This is an optimization exercise on Yosys and OpenROAD, whose aim is small area, not a production implementation. Function was checked by simulation only, so behaviour that the tests miss may differ from the original. Power and IR drop assume default switching activity.

==> flow/design.v <==
module sgp30_crc8 (
    input  wire [7:0] b0,
    input  wire [7:0] b1,
    output reg  [7:0] crc
);
    integer i;
    always @* begin
        crc = 8'hFF ^ b0;
        for (i = 0; i < 8; i = i + 1)
            crc = crc[7] ? ((crc << 1) ^ 8'h31) : (crc << 1);
        crc = crc ^ b1;
        for (i = 0; i < 8; i = i + 1)
            crc = crc[7] ? ((crc << 1) ^ 8'h31) : (crc << 1);
    end
endmodule
module sgp30_framer #(
    parameter [6:0] PERIPH_ADDR  = 7'h58,
    parameter       TICKS_PER_MS = 10
) (
    input  wire        clk,
    input  wire        rst,
    input  wire        start,
    input  wire        reg_wr,
    input  wire [4:0]  reg_addr,
    input  wire [31:0] reg_wdata,
    output reg  [47:0] reg_rdata,
    output wire        busy,
    output wire        done,
    output wire        bus_req_valid,
    output wire        bus_req_read,
    output wire [6:0]  bus_req_addr,
    output wire [3:0]  bus_req_len,
    output wire [63:0] bus_req_wdata,
    input  wire        bus_rsp_valid,
    input  wire        bus_rsp_fail,
    input  wire [71:0] bus_rsp_rdata
);
    localparam [13:0] T_TERM  = 14'h3438;
    localparam [13:0] T_SHORT = 14'h027e;    
    localparam [13:0] T_BASE  = 14'h007a;    
    localparam [13:0] T_MEAS  = 14'h0232;    
    localparam [13:0] T_POLL  = 14'h023a;    
    localparam [4:0]  P_PRE   = 5'h1d;
    localparam [4:0]  P_TERM  = 5'h1f;
    localparam [2:0] E_NONE = 3'd0, E_CK0 = 3'd1, E_DOM = 3'd2, E_IOW = 3'd3,
                     E_ILL  = 3'd4, E_CK1 = 3'd5, E_CK2 = 3'd6, E_IOR = 3'd7;
    reg [3:0]  opsel;
    reg [15:0] arg0, arg1;
    reg [31:0] hum;
    reg        st_busy, st_done, st_ovr, st_lastv;
    reg [2:0]  ecode;
    reg [15:0] r0, r1, r2;
    reg [15:0] last_eco2, last_tvoc;
    reg [3:0]  op;
    reg        xfer;       
    reg        rd;         
    reg        chk;        
    reg [4:0]  pollcnt;
    assign busy = st_busy;
    assign done = st_done;
    wire op_init  = (op == 4'd0);
    wire op_initb = (op == 4'd1);
    wire op_ser   = (op == 4'd2);
    wire op_feat  = (op == 4'd3);
    wire op_meas  = (op == 4'd4);
    wire op_gbl   = (op == 4'd5);
    wire op_setbl = (op == 4'd6);
    wire op_raw   = (op == 4'd7);
    wire op_hum   = (op == 4'd8);
    wire first    = (op_init | op_initb) & (pollcnt == P_PRE);
    wire mflag    = op_init | op_meas;           
    reg [15:0] opc;
    always @* begin
        case (op)
            4'd0:    opc = first ? 16'h2003 : 16'h2008;
            4'd1:    opc = first ? 16'h2003 : 16'h201e;
            4'd2:    opc = 16'h3682;
            4'd3:    opc = 16'h202f;
            4'd4:    opc = 16'h2008;
            4'd5:    opc = 16'h2015;
            4'd6:    opc = 16'h201e;
            4'd7:    opc = 16'h2050;
            default: opc = 16'h2061;
        endcase
    end
    wire [15:0] w0 = bus_rsp_rdata[71:56];
    wire [7:0]  c0 = bus_rsp_rdata[55:48];
    wire [15:0] w1 = bus_rsp_rdata[47:32];
    wire [7:0]  c1 = bus_rsp_rdata[31:24];
    wire [15:0] w2 = bus_rsp_rdata[23:8];
    wire [7:0]  c2 = bus_rsp_rdata[7:0];
    wire [15:0] u0 = rd ? w0 : r0;
    wire [15:0] u1 = rd ? w1 : r1;
    wire [7:0]  k0, k1, k2;
    sgp30_crc8 u_crc0 (.b0(u0[15:8]), .b1(u0[7:0]), .crc(k0));
    sgp30_crc8 u_crc1 (.b0(u1[15:8]), .b1(u1[7:0]), .crc(k1));
    sgp30_crc8 u_crc2 (.b0(w2[15:8]), .b1(w2[7:0]), .crc(k2));
    wire ok0 = (k0 == c0);
    wire ok1 = (k1 == c1);
    wire ok2 = (k2 == c2);
    assign bus_req_valid = xfer;
    assign bus_req_read  = rd;
    assign bus_req_addr  = PERIPH_ADDR;
    assign bus_req_len   = rd ? (op_ser ? 4'd9 : op_feat ? 4'd3 : 4'd6)
                              : ((op_setbl | (op_initb & ~first)) ? 4'd8 : op_hum ? 4'd5 : 4'd2);
    assign bus_req_wdata = {opc, r0, k0, r1, k1};
    wire ck0  = (ecode == E_CK0);
    wire ck1  = (ecode == E_CK1);
    wire ck2  = (ecode == E_CK2);
    wire edom = (ecode == E_DOM);
    wire eill = (ecode == E_ILL);
    wire eior = (ecode == E_IOR);
    wire [2:0] err_rd = (ck1 | ck2) ? 3'd1 : eior ? 3'd3 : ecode;
    wire [1:0] rescnt = (ecode != E_NONE) ? 2'd0 :
                        op_ser ? 2'd3 : op_feat ? 2'd1 :
                        (op_init | op_meas | op_gbl | op_raw) ? 2'd2 : 2'd0;
    wire [31:0] sel;
    genvar g;
    generate for (g = 0; g < 32; g = g + 1) begin : g_sel
        assign sel[g] = (reg_addr == g);
    end endgenerate
    wire s_r0  = sel[10] & ~mflag | sel[6] & ck0 | sel[8] & edom;
    wire s_r1  = sel[11] & ~mflag | sel[6] & ck1;
    wire s_r2  = sel[12] | sel[13] | sel[6] & ck2;
    wire s_eco = sel[14] | sel[10] & mflag;
    wire s_tvo = sel[15] | sel[11] & mflag;
    wire s_r0l = s_r0 | sel[7] & ck2;            
    wire s_r1l = s_r1 | sel[7] & ck0;
    wire s_r2l = s_r2 | sel[7] & ck1;
    wire [15:0] s_r0v = {{8{s_r0}}, {8{s_r0l}}};
    wire [15:0] s_r1v = {{8{s_r1}}, {8{s_r1l}}};
    wire [15:0] s_r2v = {{8{s_r2}}, {8{s_r2l}}};
    wire [15:0] lo16 = ({16{sel[1]}} & arg0) | ({16{sel[2]}} & arg1) | ({16{sel[3]}} & hum[15:0])
                     | (s_r0v & r0) | (s_r1v & r1) | (s_r2v & r2)
                     | ({16{s_eco}} & last_eco2) | ({16{s_tvo}} & last_tvoc);
    wire [6:0]  lo7  = ({7{sel[16]}} & PERIPH_ADDR);
    wire [3:0]  lo4  = ({4{sel[0]}} & opsel) | ({4{sel[4]}} & {st_lastv, st_ovr, st_done, st_busy})
                     | ({4{sel[5]}} & {1'b0, err_rd}) | ({4{sel[8] & eill}} & op)
                     | ({4{sel[9]}} & {2'b00, rescnt}) | {3'b000, sel[8] & eior};
    always @* begin
        reg_rdata[47:32] = {16{sel[13]}} & r0;
        reg_rdata[31:16] = ({16{sel[3]}} & hum[31:16]) | ({16{sel[13] | sel[8] & edom}} & r1);
        reg_rdata[15:0]  = lo16 | {9'd0, lo7} | {12'd0, lo4};
    end
    wire [31:0] wd = reg_wdata & {32{~rst}};
    wire we_opsel = rst | reg_wr & sel[0];
    wire we_arg0  = rst | reg_wr & sel[1];
    wire we_arg1  = rst | reg_wr & sel[2];
    wire we_hum   = rst | reg_wr & sel[3];
    always @(posedge clk) begin
        if (we_opsel) opsel <= wd[3:0];
        if (we_arg0)  arg0  <= wd[15:0];
        if (we_arg1)  arg1  <= wd[15:0];
        if (we_hum)   hum   <= wd;
    end
    wire [13:0] timer_nx = {r2[12:0], r2[13] ^ r2[12] ^ r2[11] ^ r2[1]};
    wire [4:0]  poll_nx  = {pollcnt[3:0], pollcnt[4] ^ pollcnt[2]};
    wire accept   = start & ~st_busy;
    wire rsp      = xfer & bus_rsp_valid;
    wire illegal  = opsel[3] & (opsel[2:0] != 3'd0);
    wire domain   = (opsel == 4'd8) & (hum[31:16] != 16'd0);
    wire has_read = op_init | op_ser | op_feat | op_meas | op_gbl | op_raw;
    wire [2:0] badv = {~ok2 & op_ser, ~ok1 & ~op_feat, ~ok0};
    wire bad      = ecode != 3'd0;
    wire again    = op_init & (r0 == 16'd400) & (pollcnt != P_TERM);
    wire [13:0] settle = (op_ser | op_feat) ? T_SHORT : op_gbl ? T_BASE : T_MEAS;
    always @(posedge clk) begin
        if (accept) begin
            r0 <= opsel[3] ? hum[15:0]  : arg1;
            r1 <= opsel[3] ? hum[31:16] : arg0;
        end else begin
            r0 <= {u0[15:8], (rd & ok0 & ~ok2 & op_ser) ? c2 : u0[7:0]};
            r1 <= {u1[15:8], (rd & ~ok0) ? c0 : u1[7:0]};
        end
        if (st_busy & ~chk) begin
            if (xfer & rd)
                r2 <= {op_init ? {2'b00, T_POLL[13:8]} : w2[15:8], ~ok1 ? c1 : op_init ? T_POLL[7:0] : w2[7:0]};
            else if (xfer)
                r2 <= {2'b00, first ? T_POLL : settle};
            else
                r2 <= {2'b00, timer_nx};
        end
    end
    always @(posedge clk) begin
        if (!st_busy)
            pollcnt <= P_PRE;
        else if ((rsp & first) | chk)
            pollcnt <= poll_nx;
        if (chk & ~bad & mflag) begin
            last_eco2 <= r0;
            last_tvoc <= r1;
        end
    end
    always @(posedge clk) begin
        if (rst) begin
            st_busy  <= 1'b0;
            st_done  <= 1'b0;
            st_ovr   <= 1'b0;
            st_lastv <= 1'b0;
            ecode    <= E_NONE;
            op       <= 4'd1;
            xfer     <= 1'b0;
            rd       <= 1'b0;
            chk      <= 1'b0;
        end else begin
            if (start && st_busy)
                st_ovr <= 1'b1;
            if (!st_busy) begin
                if (start) begin
                    op      <= opsel;
                    st_done <= 1'b1;
                    if (illegal) begin
                        ecode <= E_ILL;
                    end else if (domain) begin
                        ecode <= E_DOM;
                    end else begin
                        ecode   <= E_NONE;
                        st_done <= 1'b0;
                        st_busy <= 1'b1;
                        xfer    <= 1'b1;
                    end
                end
            end else if (xfer) begin
                if (rsp) begin
                    rd <= 1'b0;
                    if (bus_rsp_fail) begin
                        ecode   <= rd ? E_IOR : E_IOW;
                        xfer    <= 1'b0;
                        st_busy <= 1'b0;
                        st_done <= 1'b1;
                    end else if (!rd) begin
                        if (first) begin
                            if (op_init)
                                xfer <= 1'b0;
                        end else if (has_read) begin
                            xfer <= 1'b0;
                            rd   <= 1'b1;
                        end else begin
                            xfer    <= 1'b0;
                            st_busy <= 1'b0;
                            st_done <= 1'b1;
                        end
                    end else begin
                        xfer  <= 1'b0;
                        chk   <= 1'b1;
                        ecode <= badv;
                    end
                end
            end else if (chk) begin
                chk <= 1'b0;
                if (bad) begin
                    ecode   <= ecode[0] ? E_CK0 : ecode[1] ? E_CK1 : E_CK2;
                    st_busy <= 1'b0;
                    st_done <= 1'b1;
                end else begin
                    if (mflag)
                        st_lastv <= 1'b1;
                    if (!again) begin
                        st_busy <= 1'b0;
                        st_done <= 1'b1;
                    end
                end
            end else begin
                if (r2[13:0] == T_TERM)
                    xfer <= 1'b1;
            end
        end
    end
endmodule
export LEC_CHECK = 0
export CAP_MARGIN = 20
export CORE_MARGIN = 2
export CORE_UTILIZATION = 65
export SLEW_MARGIN = 20
create_clock -name core_clock -period 6.0 [get_ports {clk}]
standard.sh (not shown) runs the stock make flow with config.mk's settings and CLKGATE_MAP_FILE= SYNTH_SCRIPT=/design/flow/synth_recipe.tcl, a recipe that flattens the netlist after the stock synthesis.
==> flow/flow/run.sh <==
#!/bin/bash
# Own layout flow: the standard flow (standard.sh) with three changes:
#  - synthesis is the standard flow's synthesis script with ABC's mapping run for area
#    (flow/area_synth.tcl, flow/area.script); flip-flop mapping is unchanged;
#  - the port buffers use the smallest buffer cell;
#  - the clock tree uses clkbuf_8 without dummy loads.
set -euo pipefail
cd "$(dirname "$0")/.."
W=$(pwd)
export AREA_ABC_SCRIPT="$W/flow/area.script"
export BUFFER_PORTS_ARGS="-buffer_cell sky130_fd_sc_hd__buf_1"
export CTS_ARGS="-sink_clustering_enable -repair_clock_nets -buf_list sky130_fd_sc_hd__clkbuf_8 -dont_use_dummy_load"
sed "s#$W/synth_recipe.tcl#$W/flow/area_synth.tcl#" standard.sh > flow_standard.sh
grep -q "flow/area_synth.tcl" flow_standard.sh
bash flow_standard.sh > flow_standard.log 2>&1
==> flow/flow/area.script <==
strash
dc2
dc2
dc2
dc2
dch -f
amap -F 10
==> flow/flow/area_synth.tcl <==
# The standard flow's synthesis script, with ABC's technology mapping run for area
proc synth {args} { yosys synth -nofsm -noshare {*}$args }
proc abc {args} {
  set i [lsearch -exact $args -script]
  if {$i >= 0} {
    set args [lreplace $args $i [expr {$i + 1}] -script $::env(AREA_ABC_SCRIPT)]
  }
  yosys abc {*}$args
}
source $::env(SCRIPTS_DIR)/synth.tcl
# left out here: clear keep_hierarchy, flatten, clean up, hide names made inside functions, write 1_2_yosys.v
Rerun with:
--- a/flow/design.v
+++ b/flow/design.v
@@ -167,11 +167,11 @@
     always @(posedge clk) begin
         if (accept) begin
             r0 <= opsel[3] ? hum[15:0]  : arg1;
             r1 <= opsel[3] ? hum[31:16] : arg0;
         end else begin
-            r0 <= {u0[15:8], (rd & ok0 & ~ok2 & op_ser) ? c2 : u0[7:0]};
+            r0 <= {u0[15:8], (rd & ok0 & ok1 & ~ok2 & op_ser) ? c2 : u0[7:0]};
             r1 <= {u1[15:8], (rd & ~ok0) ? c0 : u1[7:0]};
         end
         if (st_busy & ~chk) begin
             if (xfer & rd)
                 r2 <= {op_init ? {2'b00, T_POLL[13:8]} : w2[15:8], ~ok1 ? c1 : op_init ? T_POLL[7:0] : w2[7:0]};
After rerunning:
- worst setup slack gains 33 ps
- via count goes down slightly
- cell area is about the same
- sequential share of layout area stays flat
- sequential cell count does not change
- area after synthesis is about the same
- sequential power is about the same
- power grows slightly
- routed wire length decreases slightly
- global-route usage shrinks by 0.22 points
- core utilization stays flat

==> afterwards: timing with drivers on the ports <==
The results above use ideal ports. As a check the final layouts listed here were re-extracted and re-timed, cells and wires unchanged.
Step 1 (the two cells are an assumption about what drives the block):
set clk [get_ports {clk}]
set_driving_cell -lib_cell sky130_fd_sc_hd__clkbuf_16 $clk
set_driving_cell -lib_cell sky130_fd_sc_hd__buf_2 [delete_from_list [all_inputs] $clk]
Step 2 moves the port delays by t, midway between the first and last clock arrival at a register: inputs arrive t later, outputs are due t later. That takes back most of the time a late clock gives input paths.
a / b / c = no drivers / after step 1 / after step 2; a / b = the first two.
run	t, ns	slack for setup (ns)	worst data-port slew with drivers (ns)
the first run	0.496	0.376 / 0.364 / 0.017	0.05
the second run	0.490	0.409 / 0.432 / -0.058	0.05
Met with ideal ports but missed after step 2: setup timing in the second run. The setup slack of the second run, which loses most, moves by +0.023 ns with the drivers and by -0.467 ns with both steps.
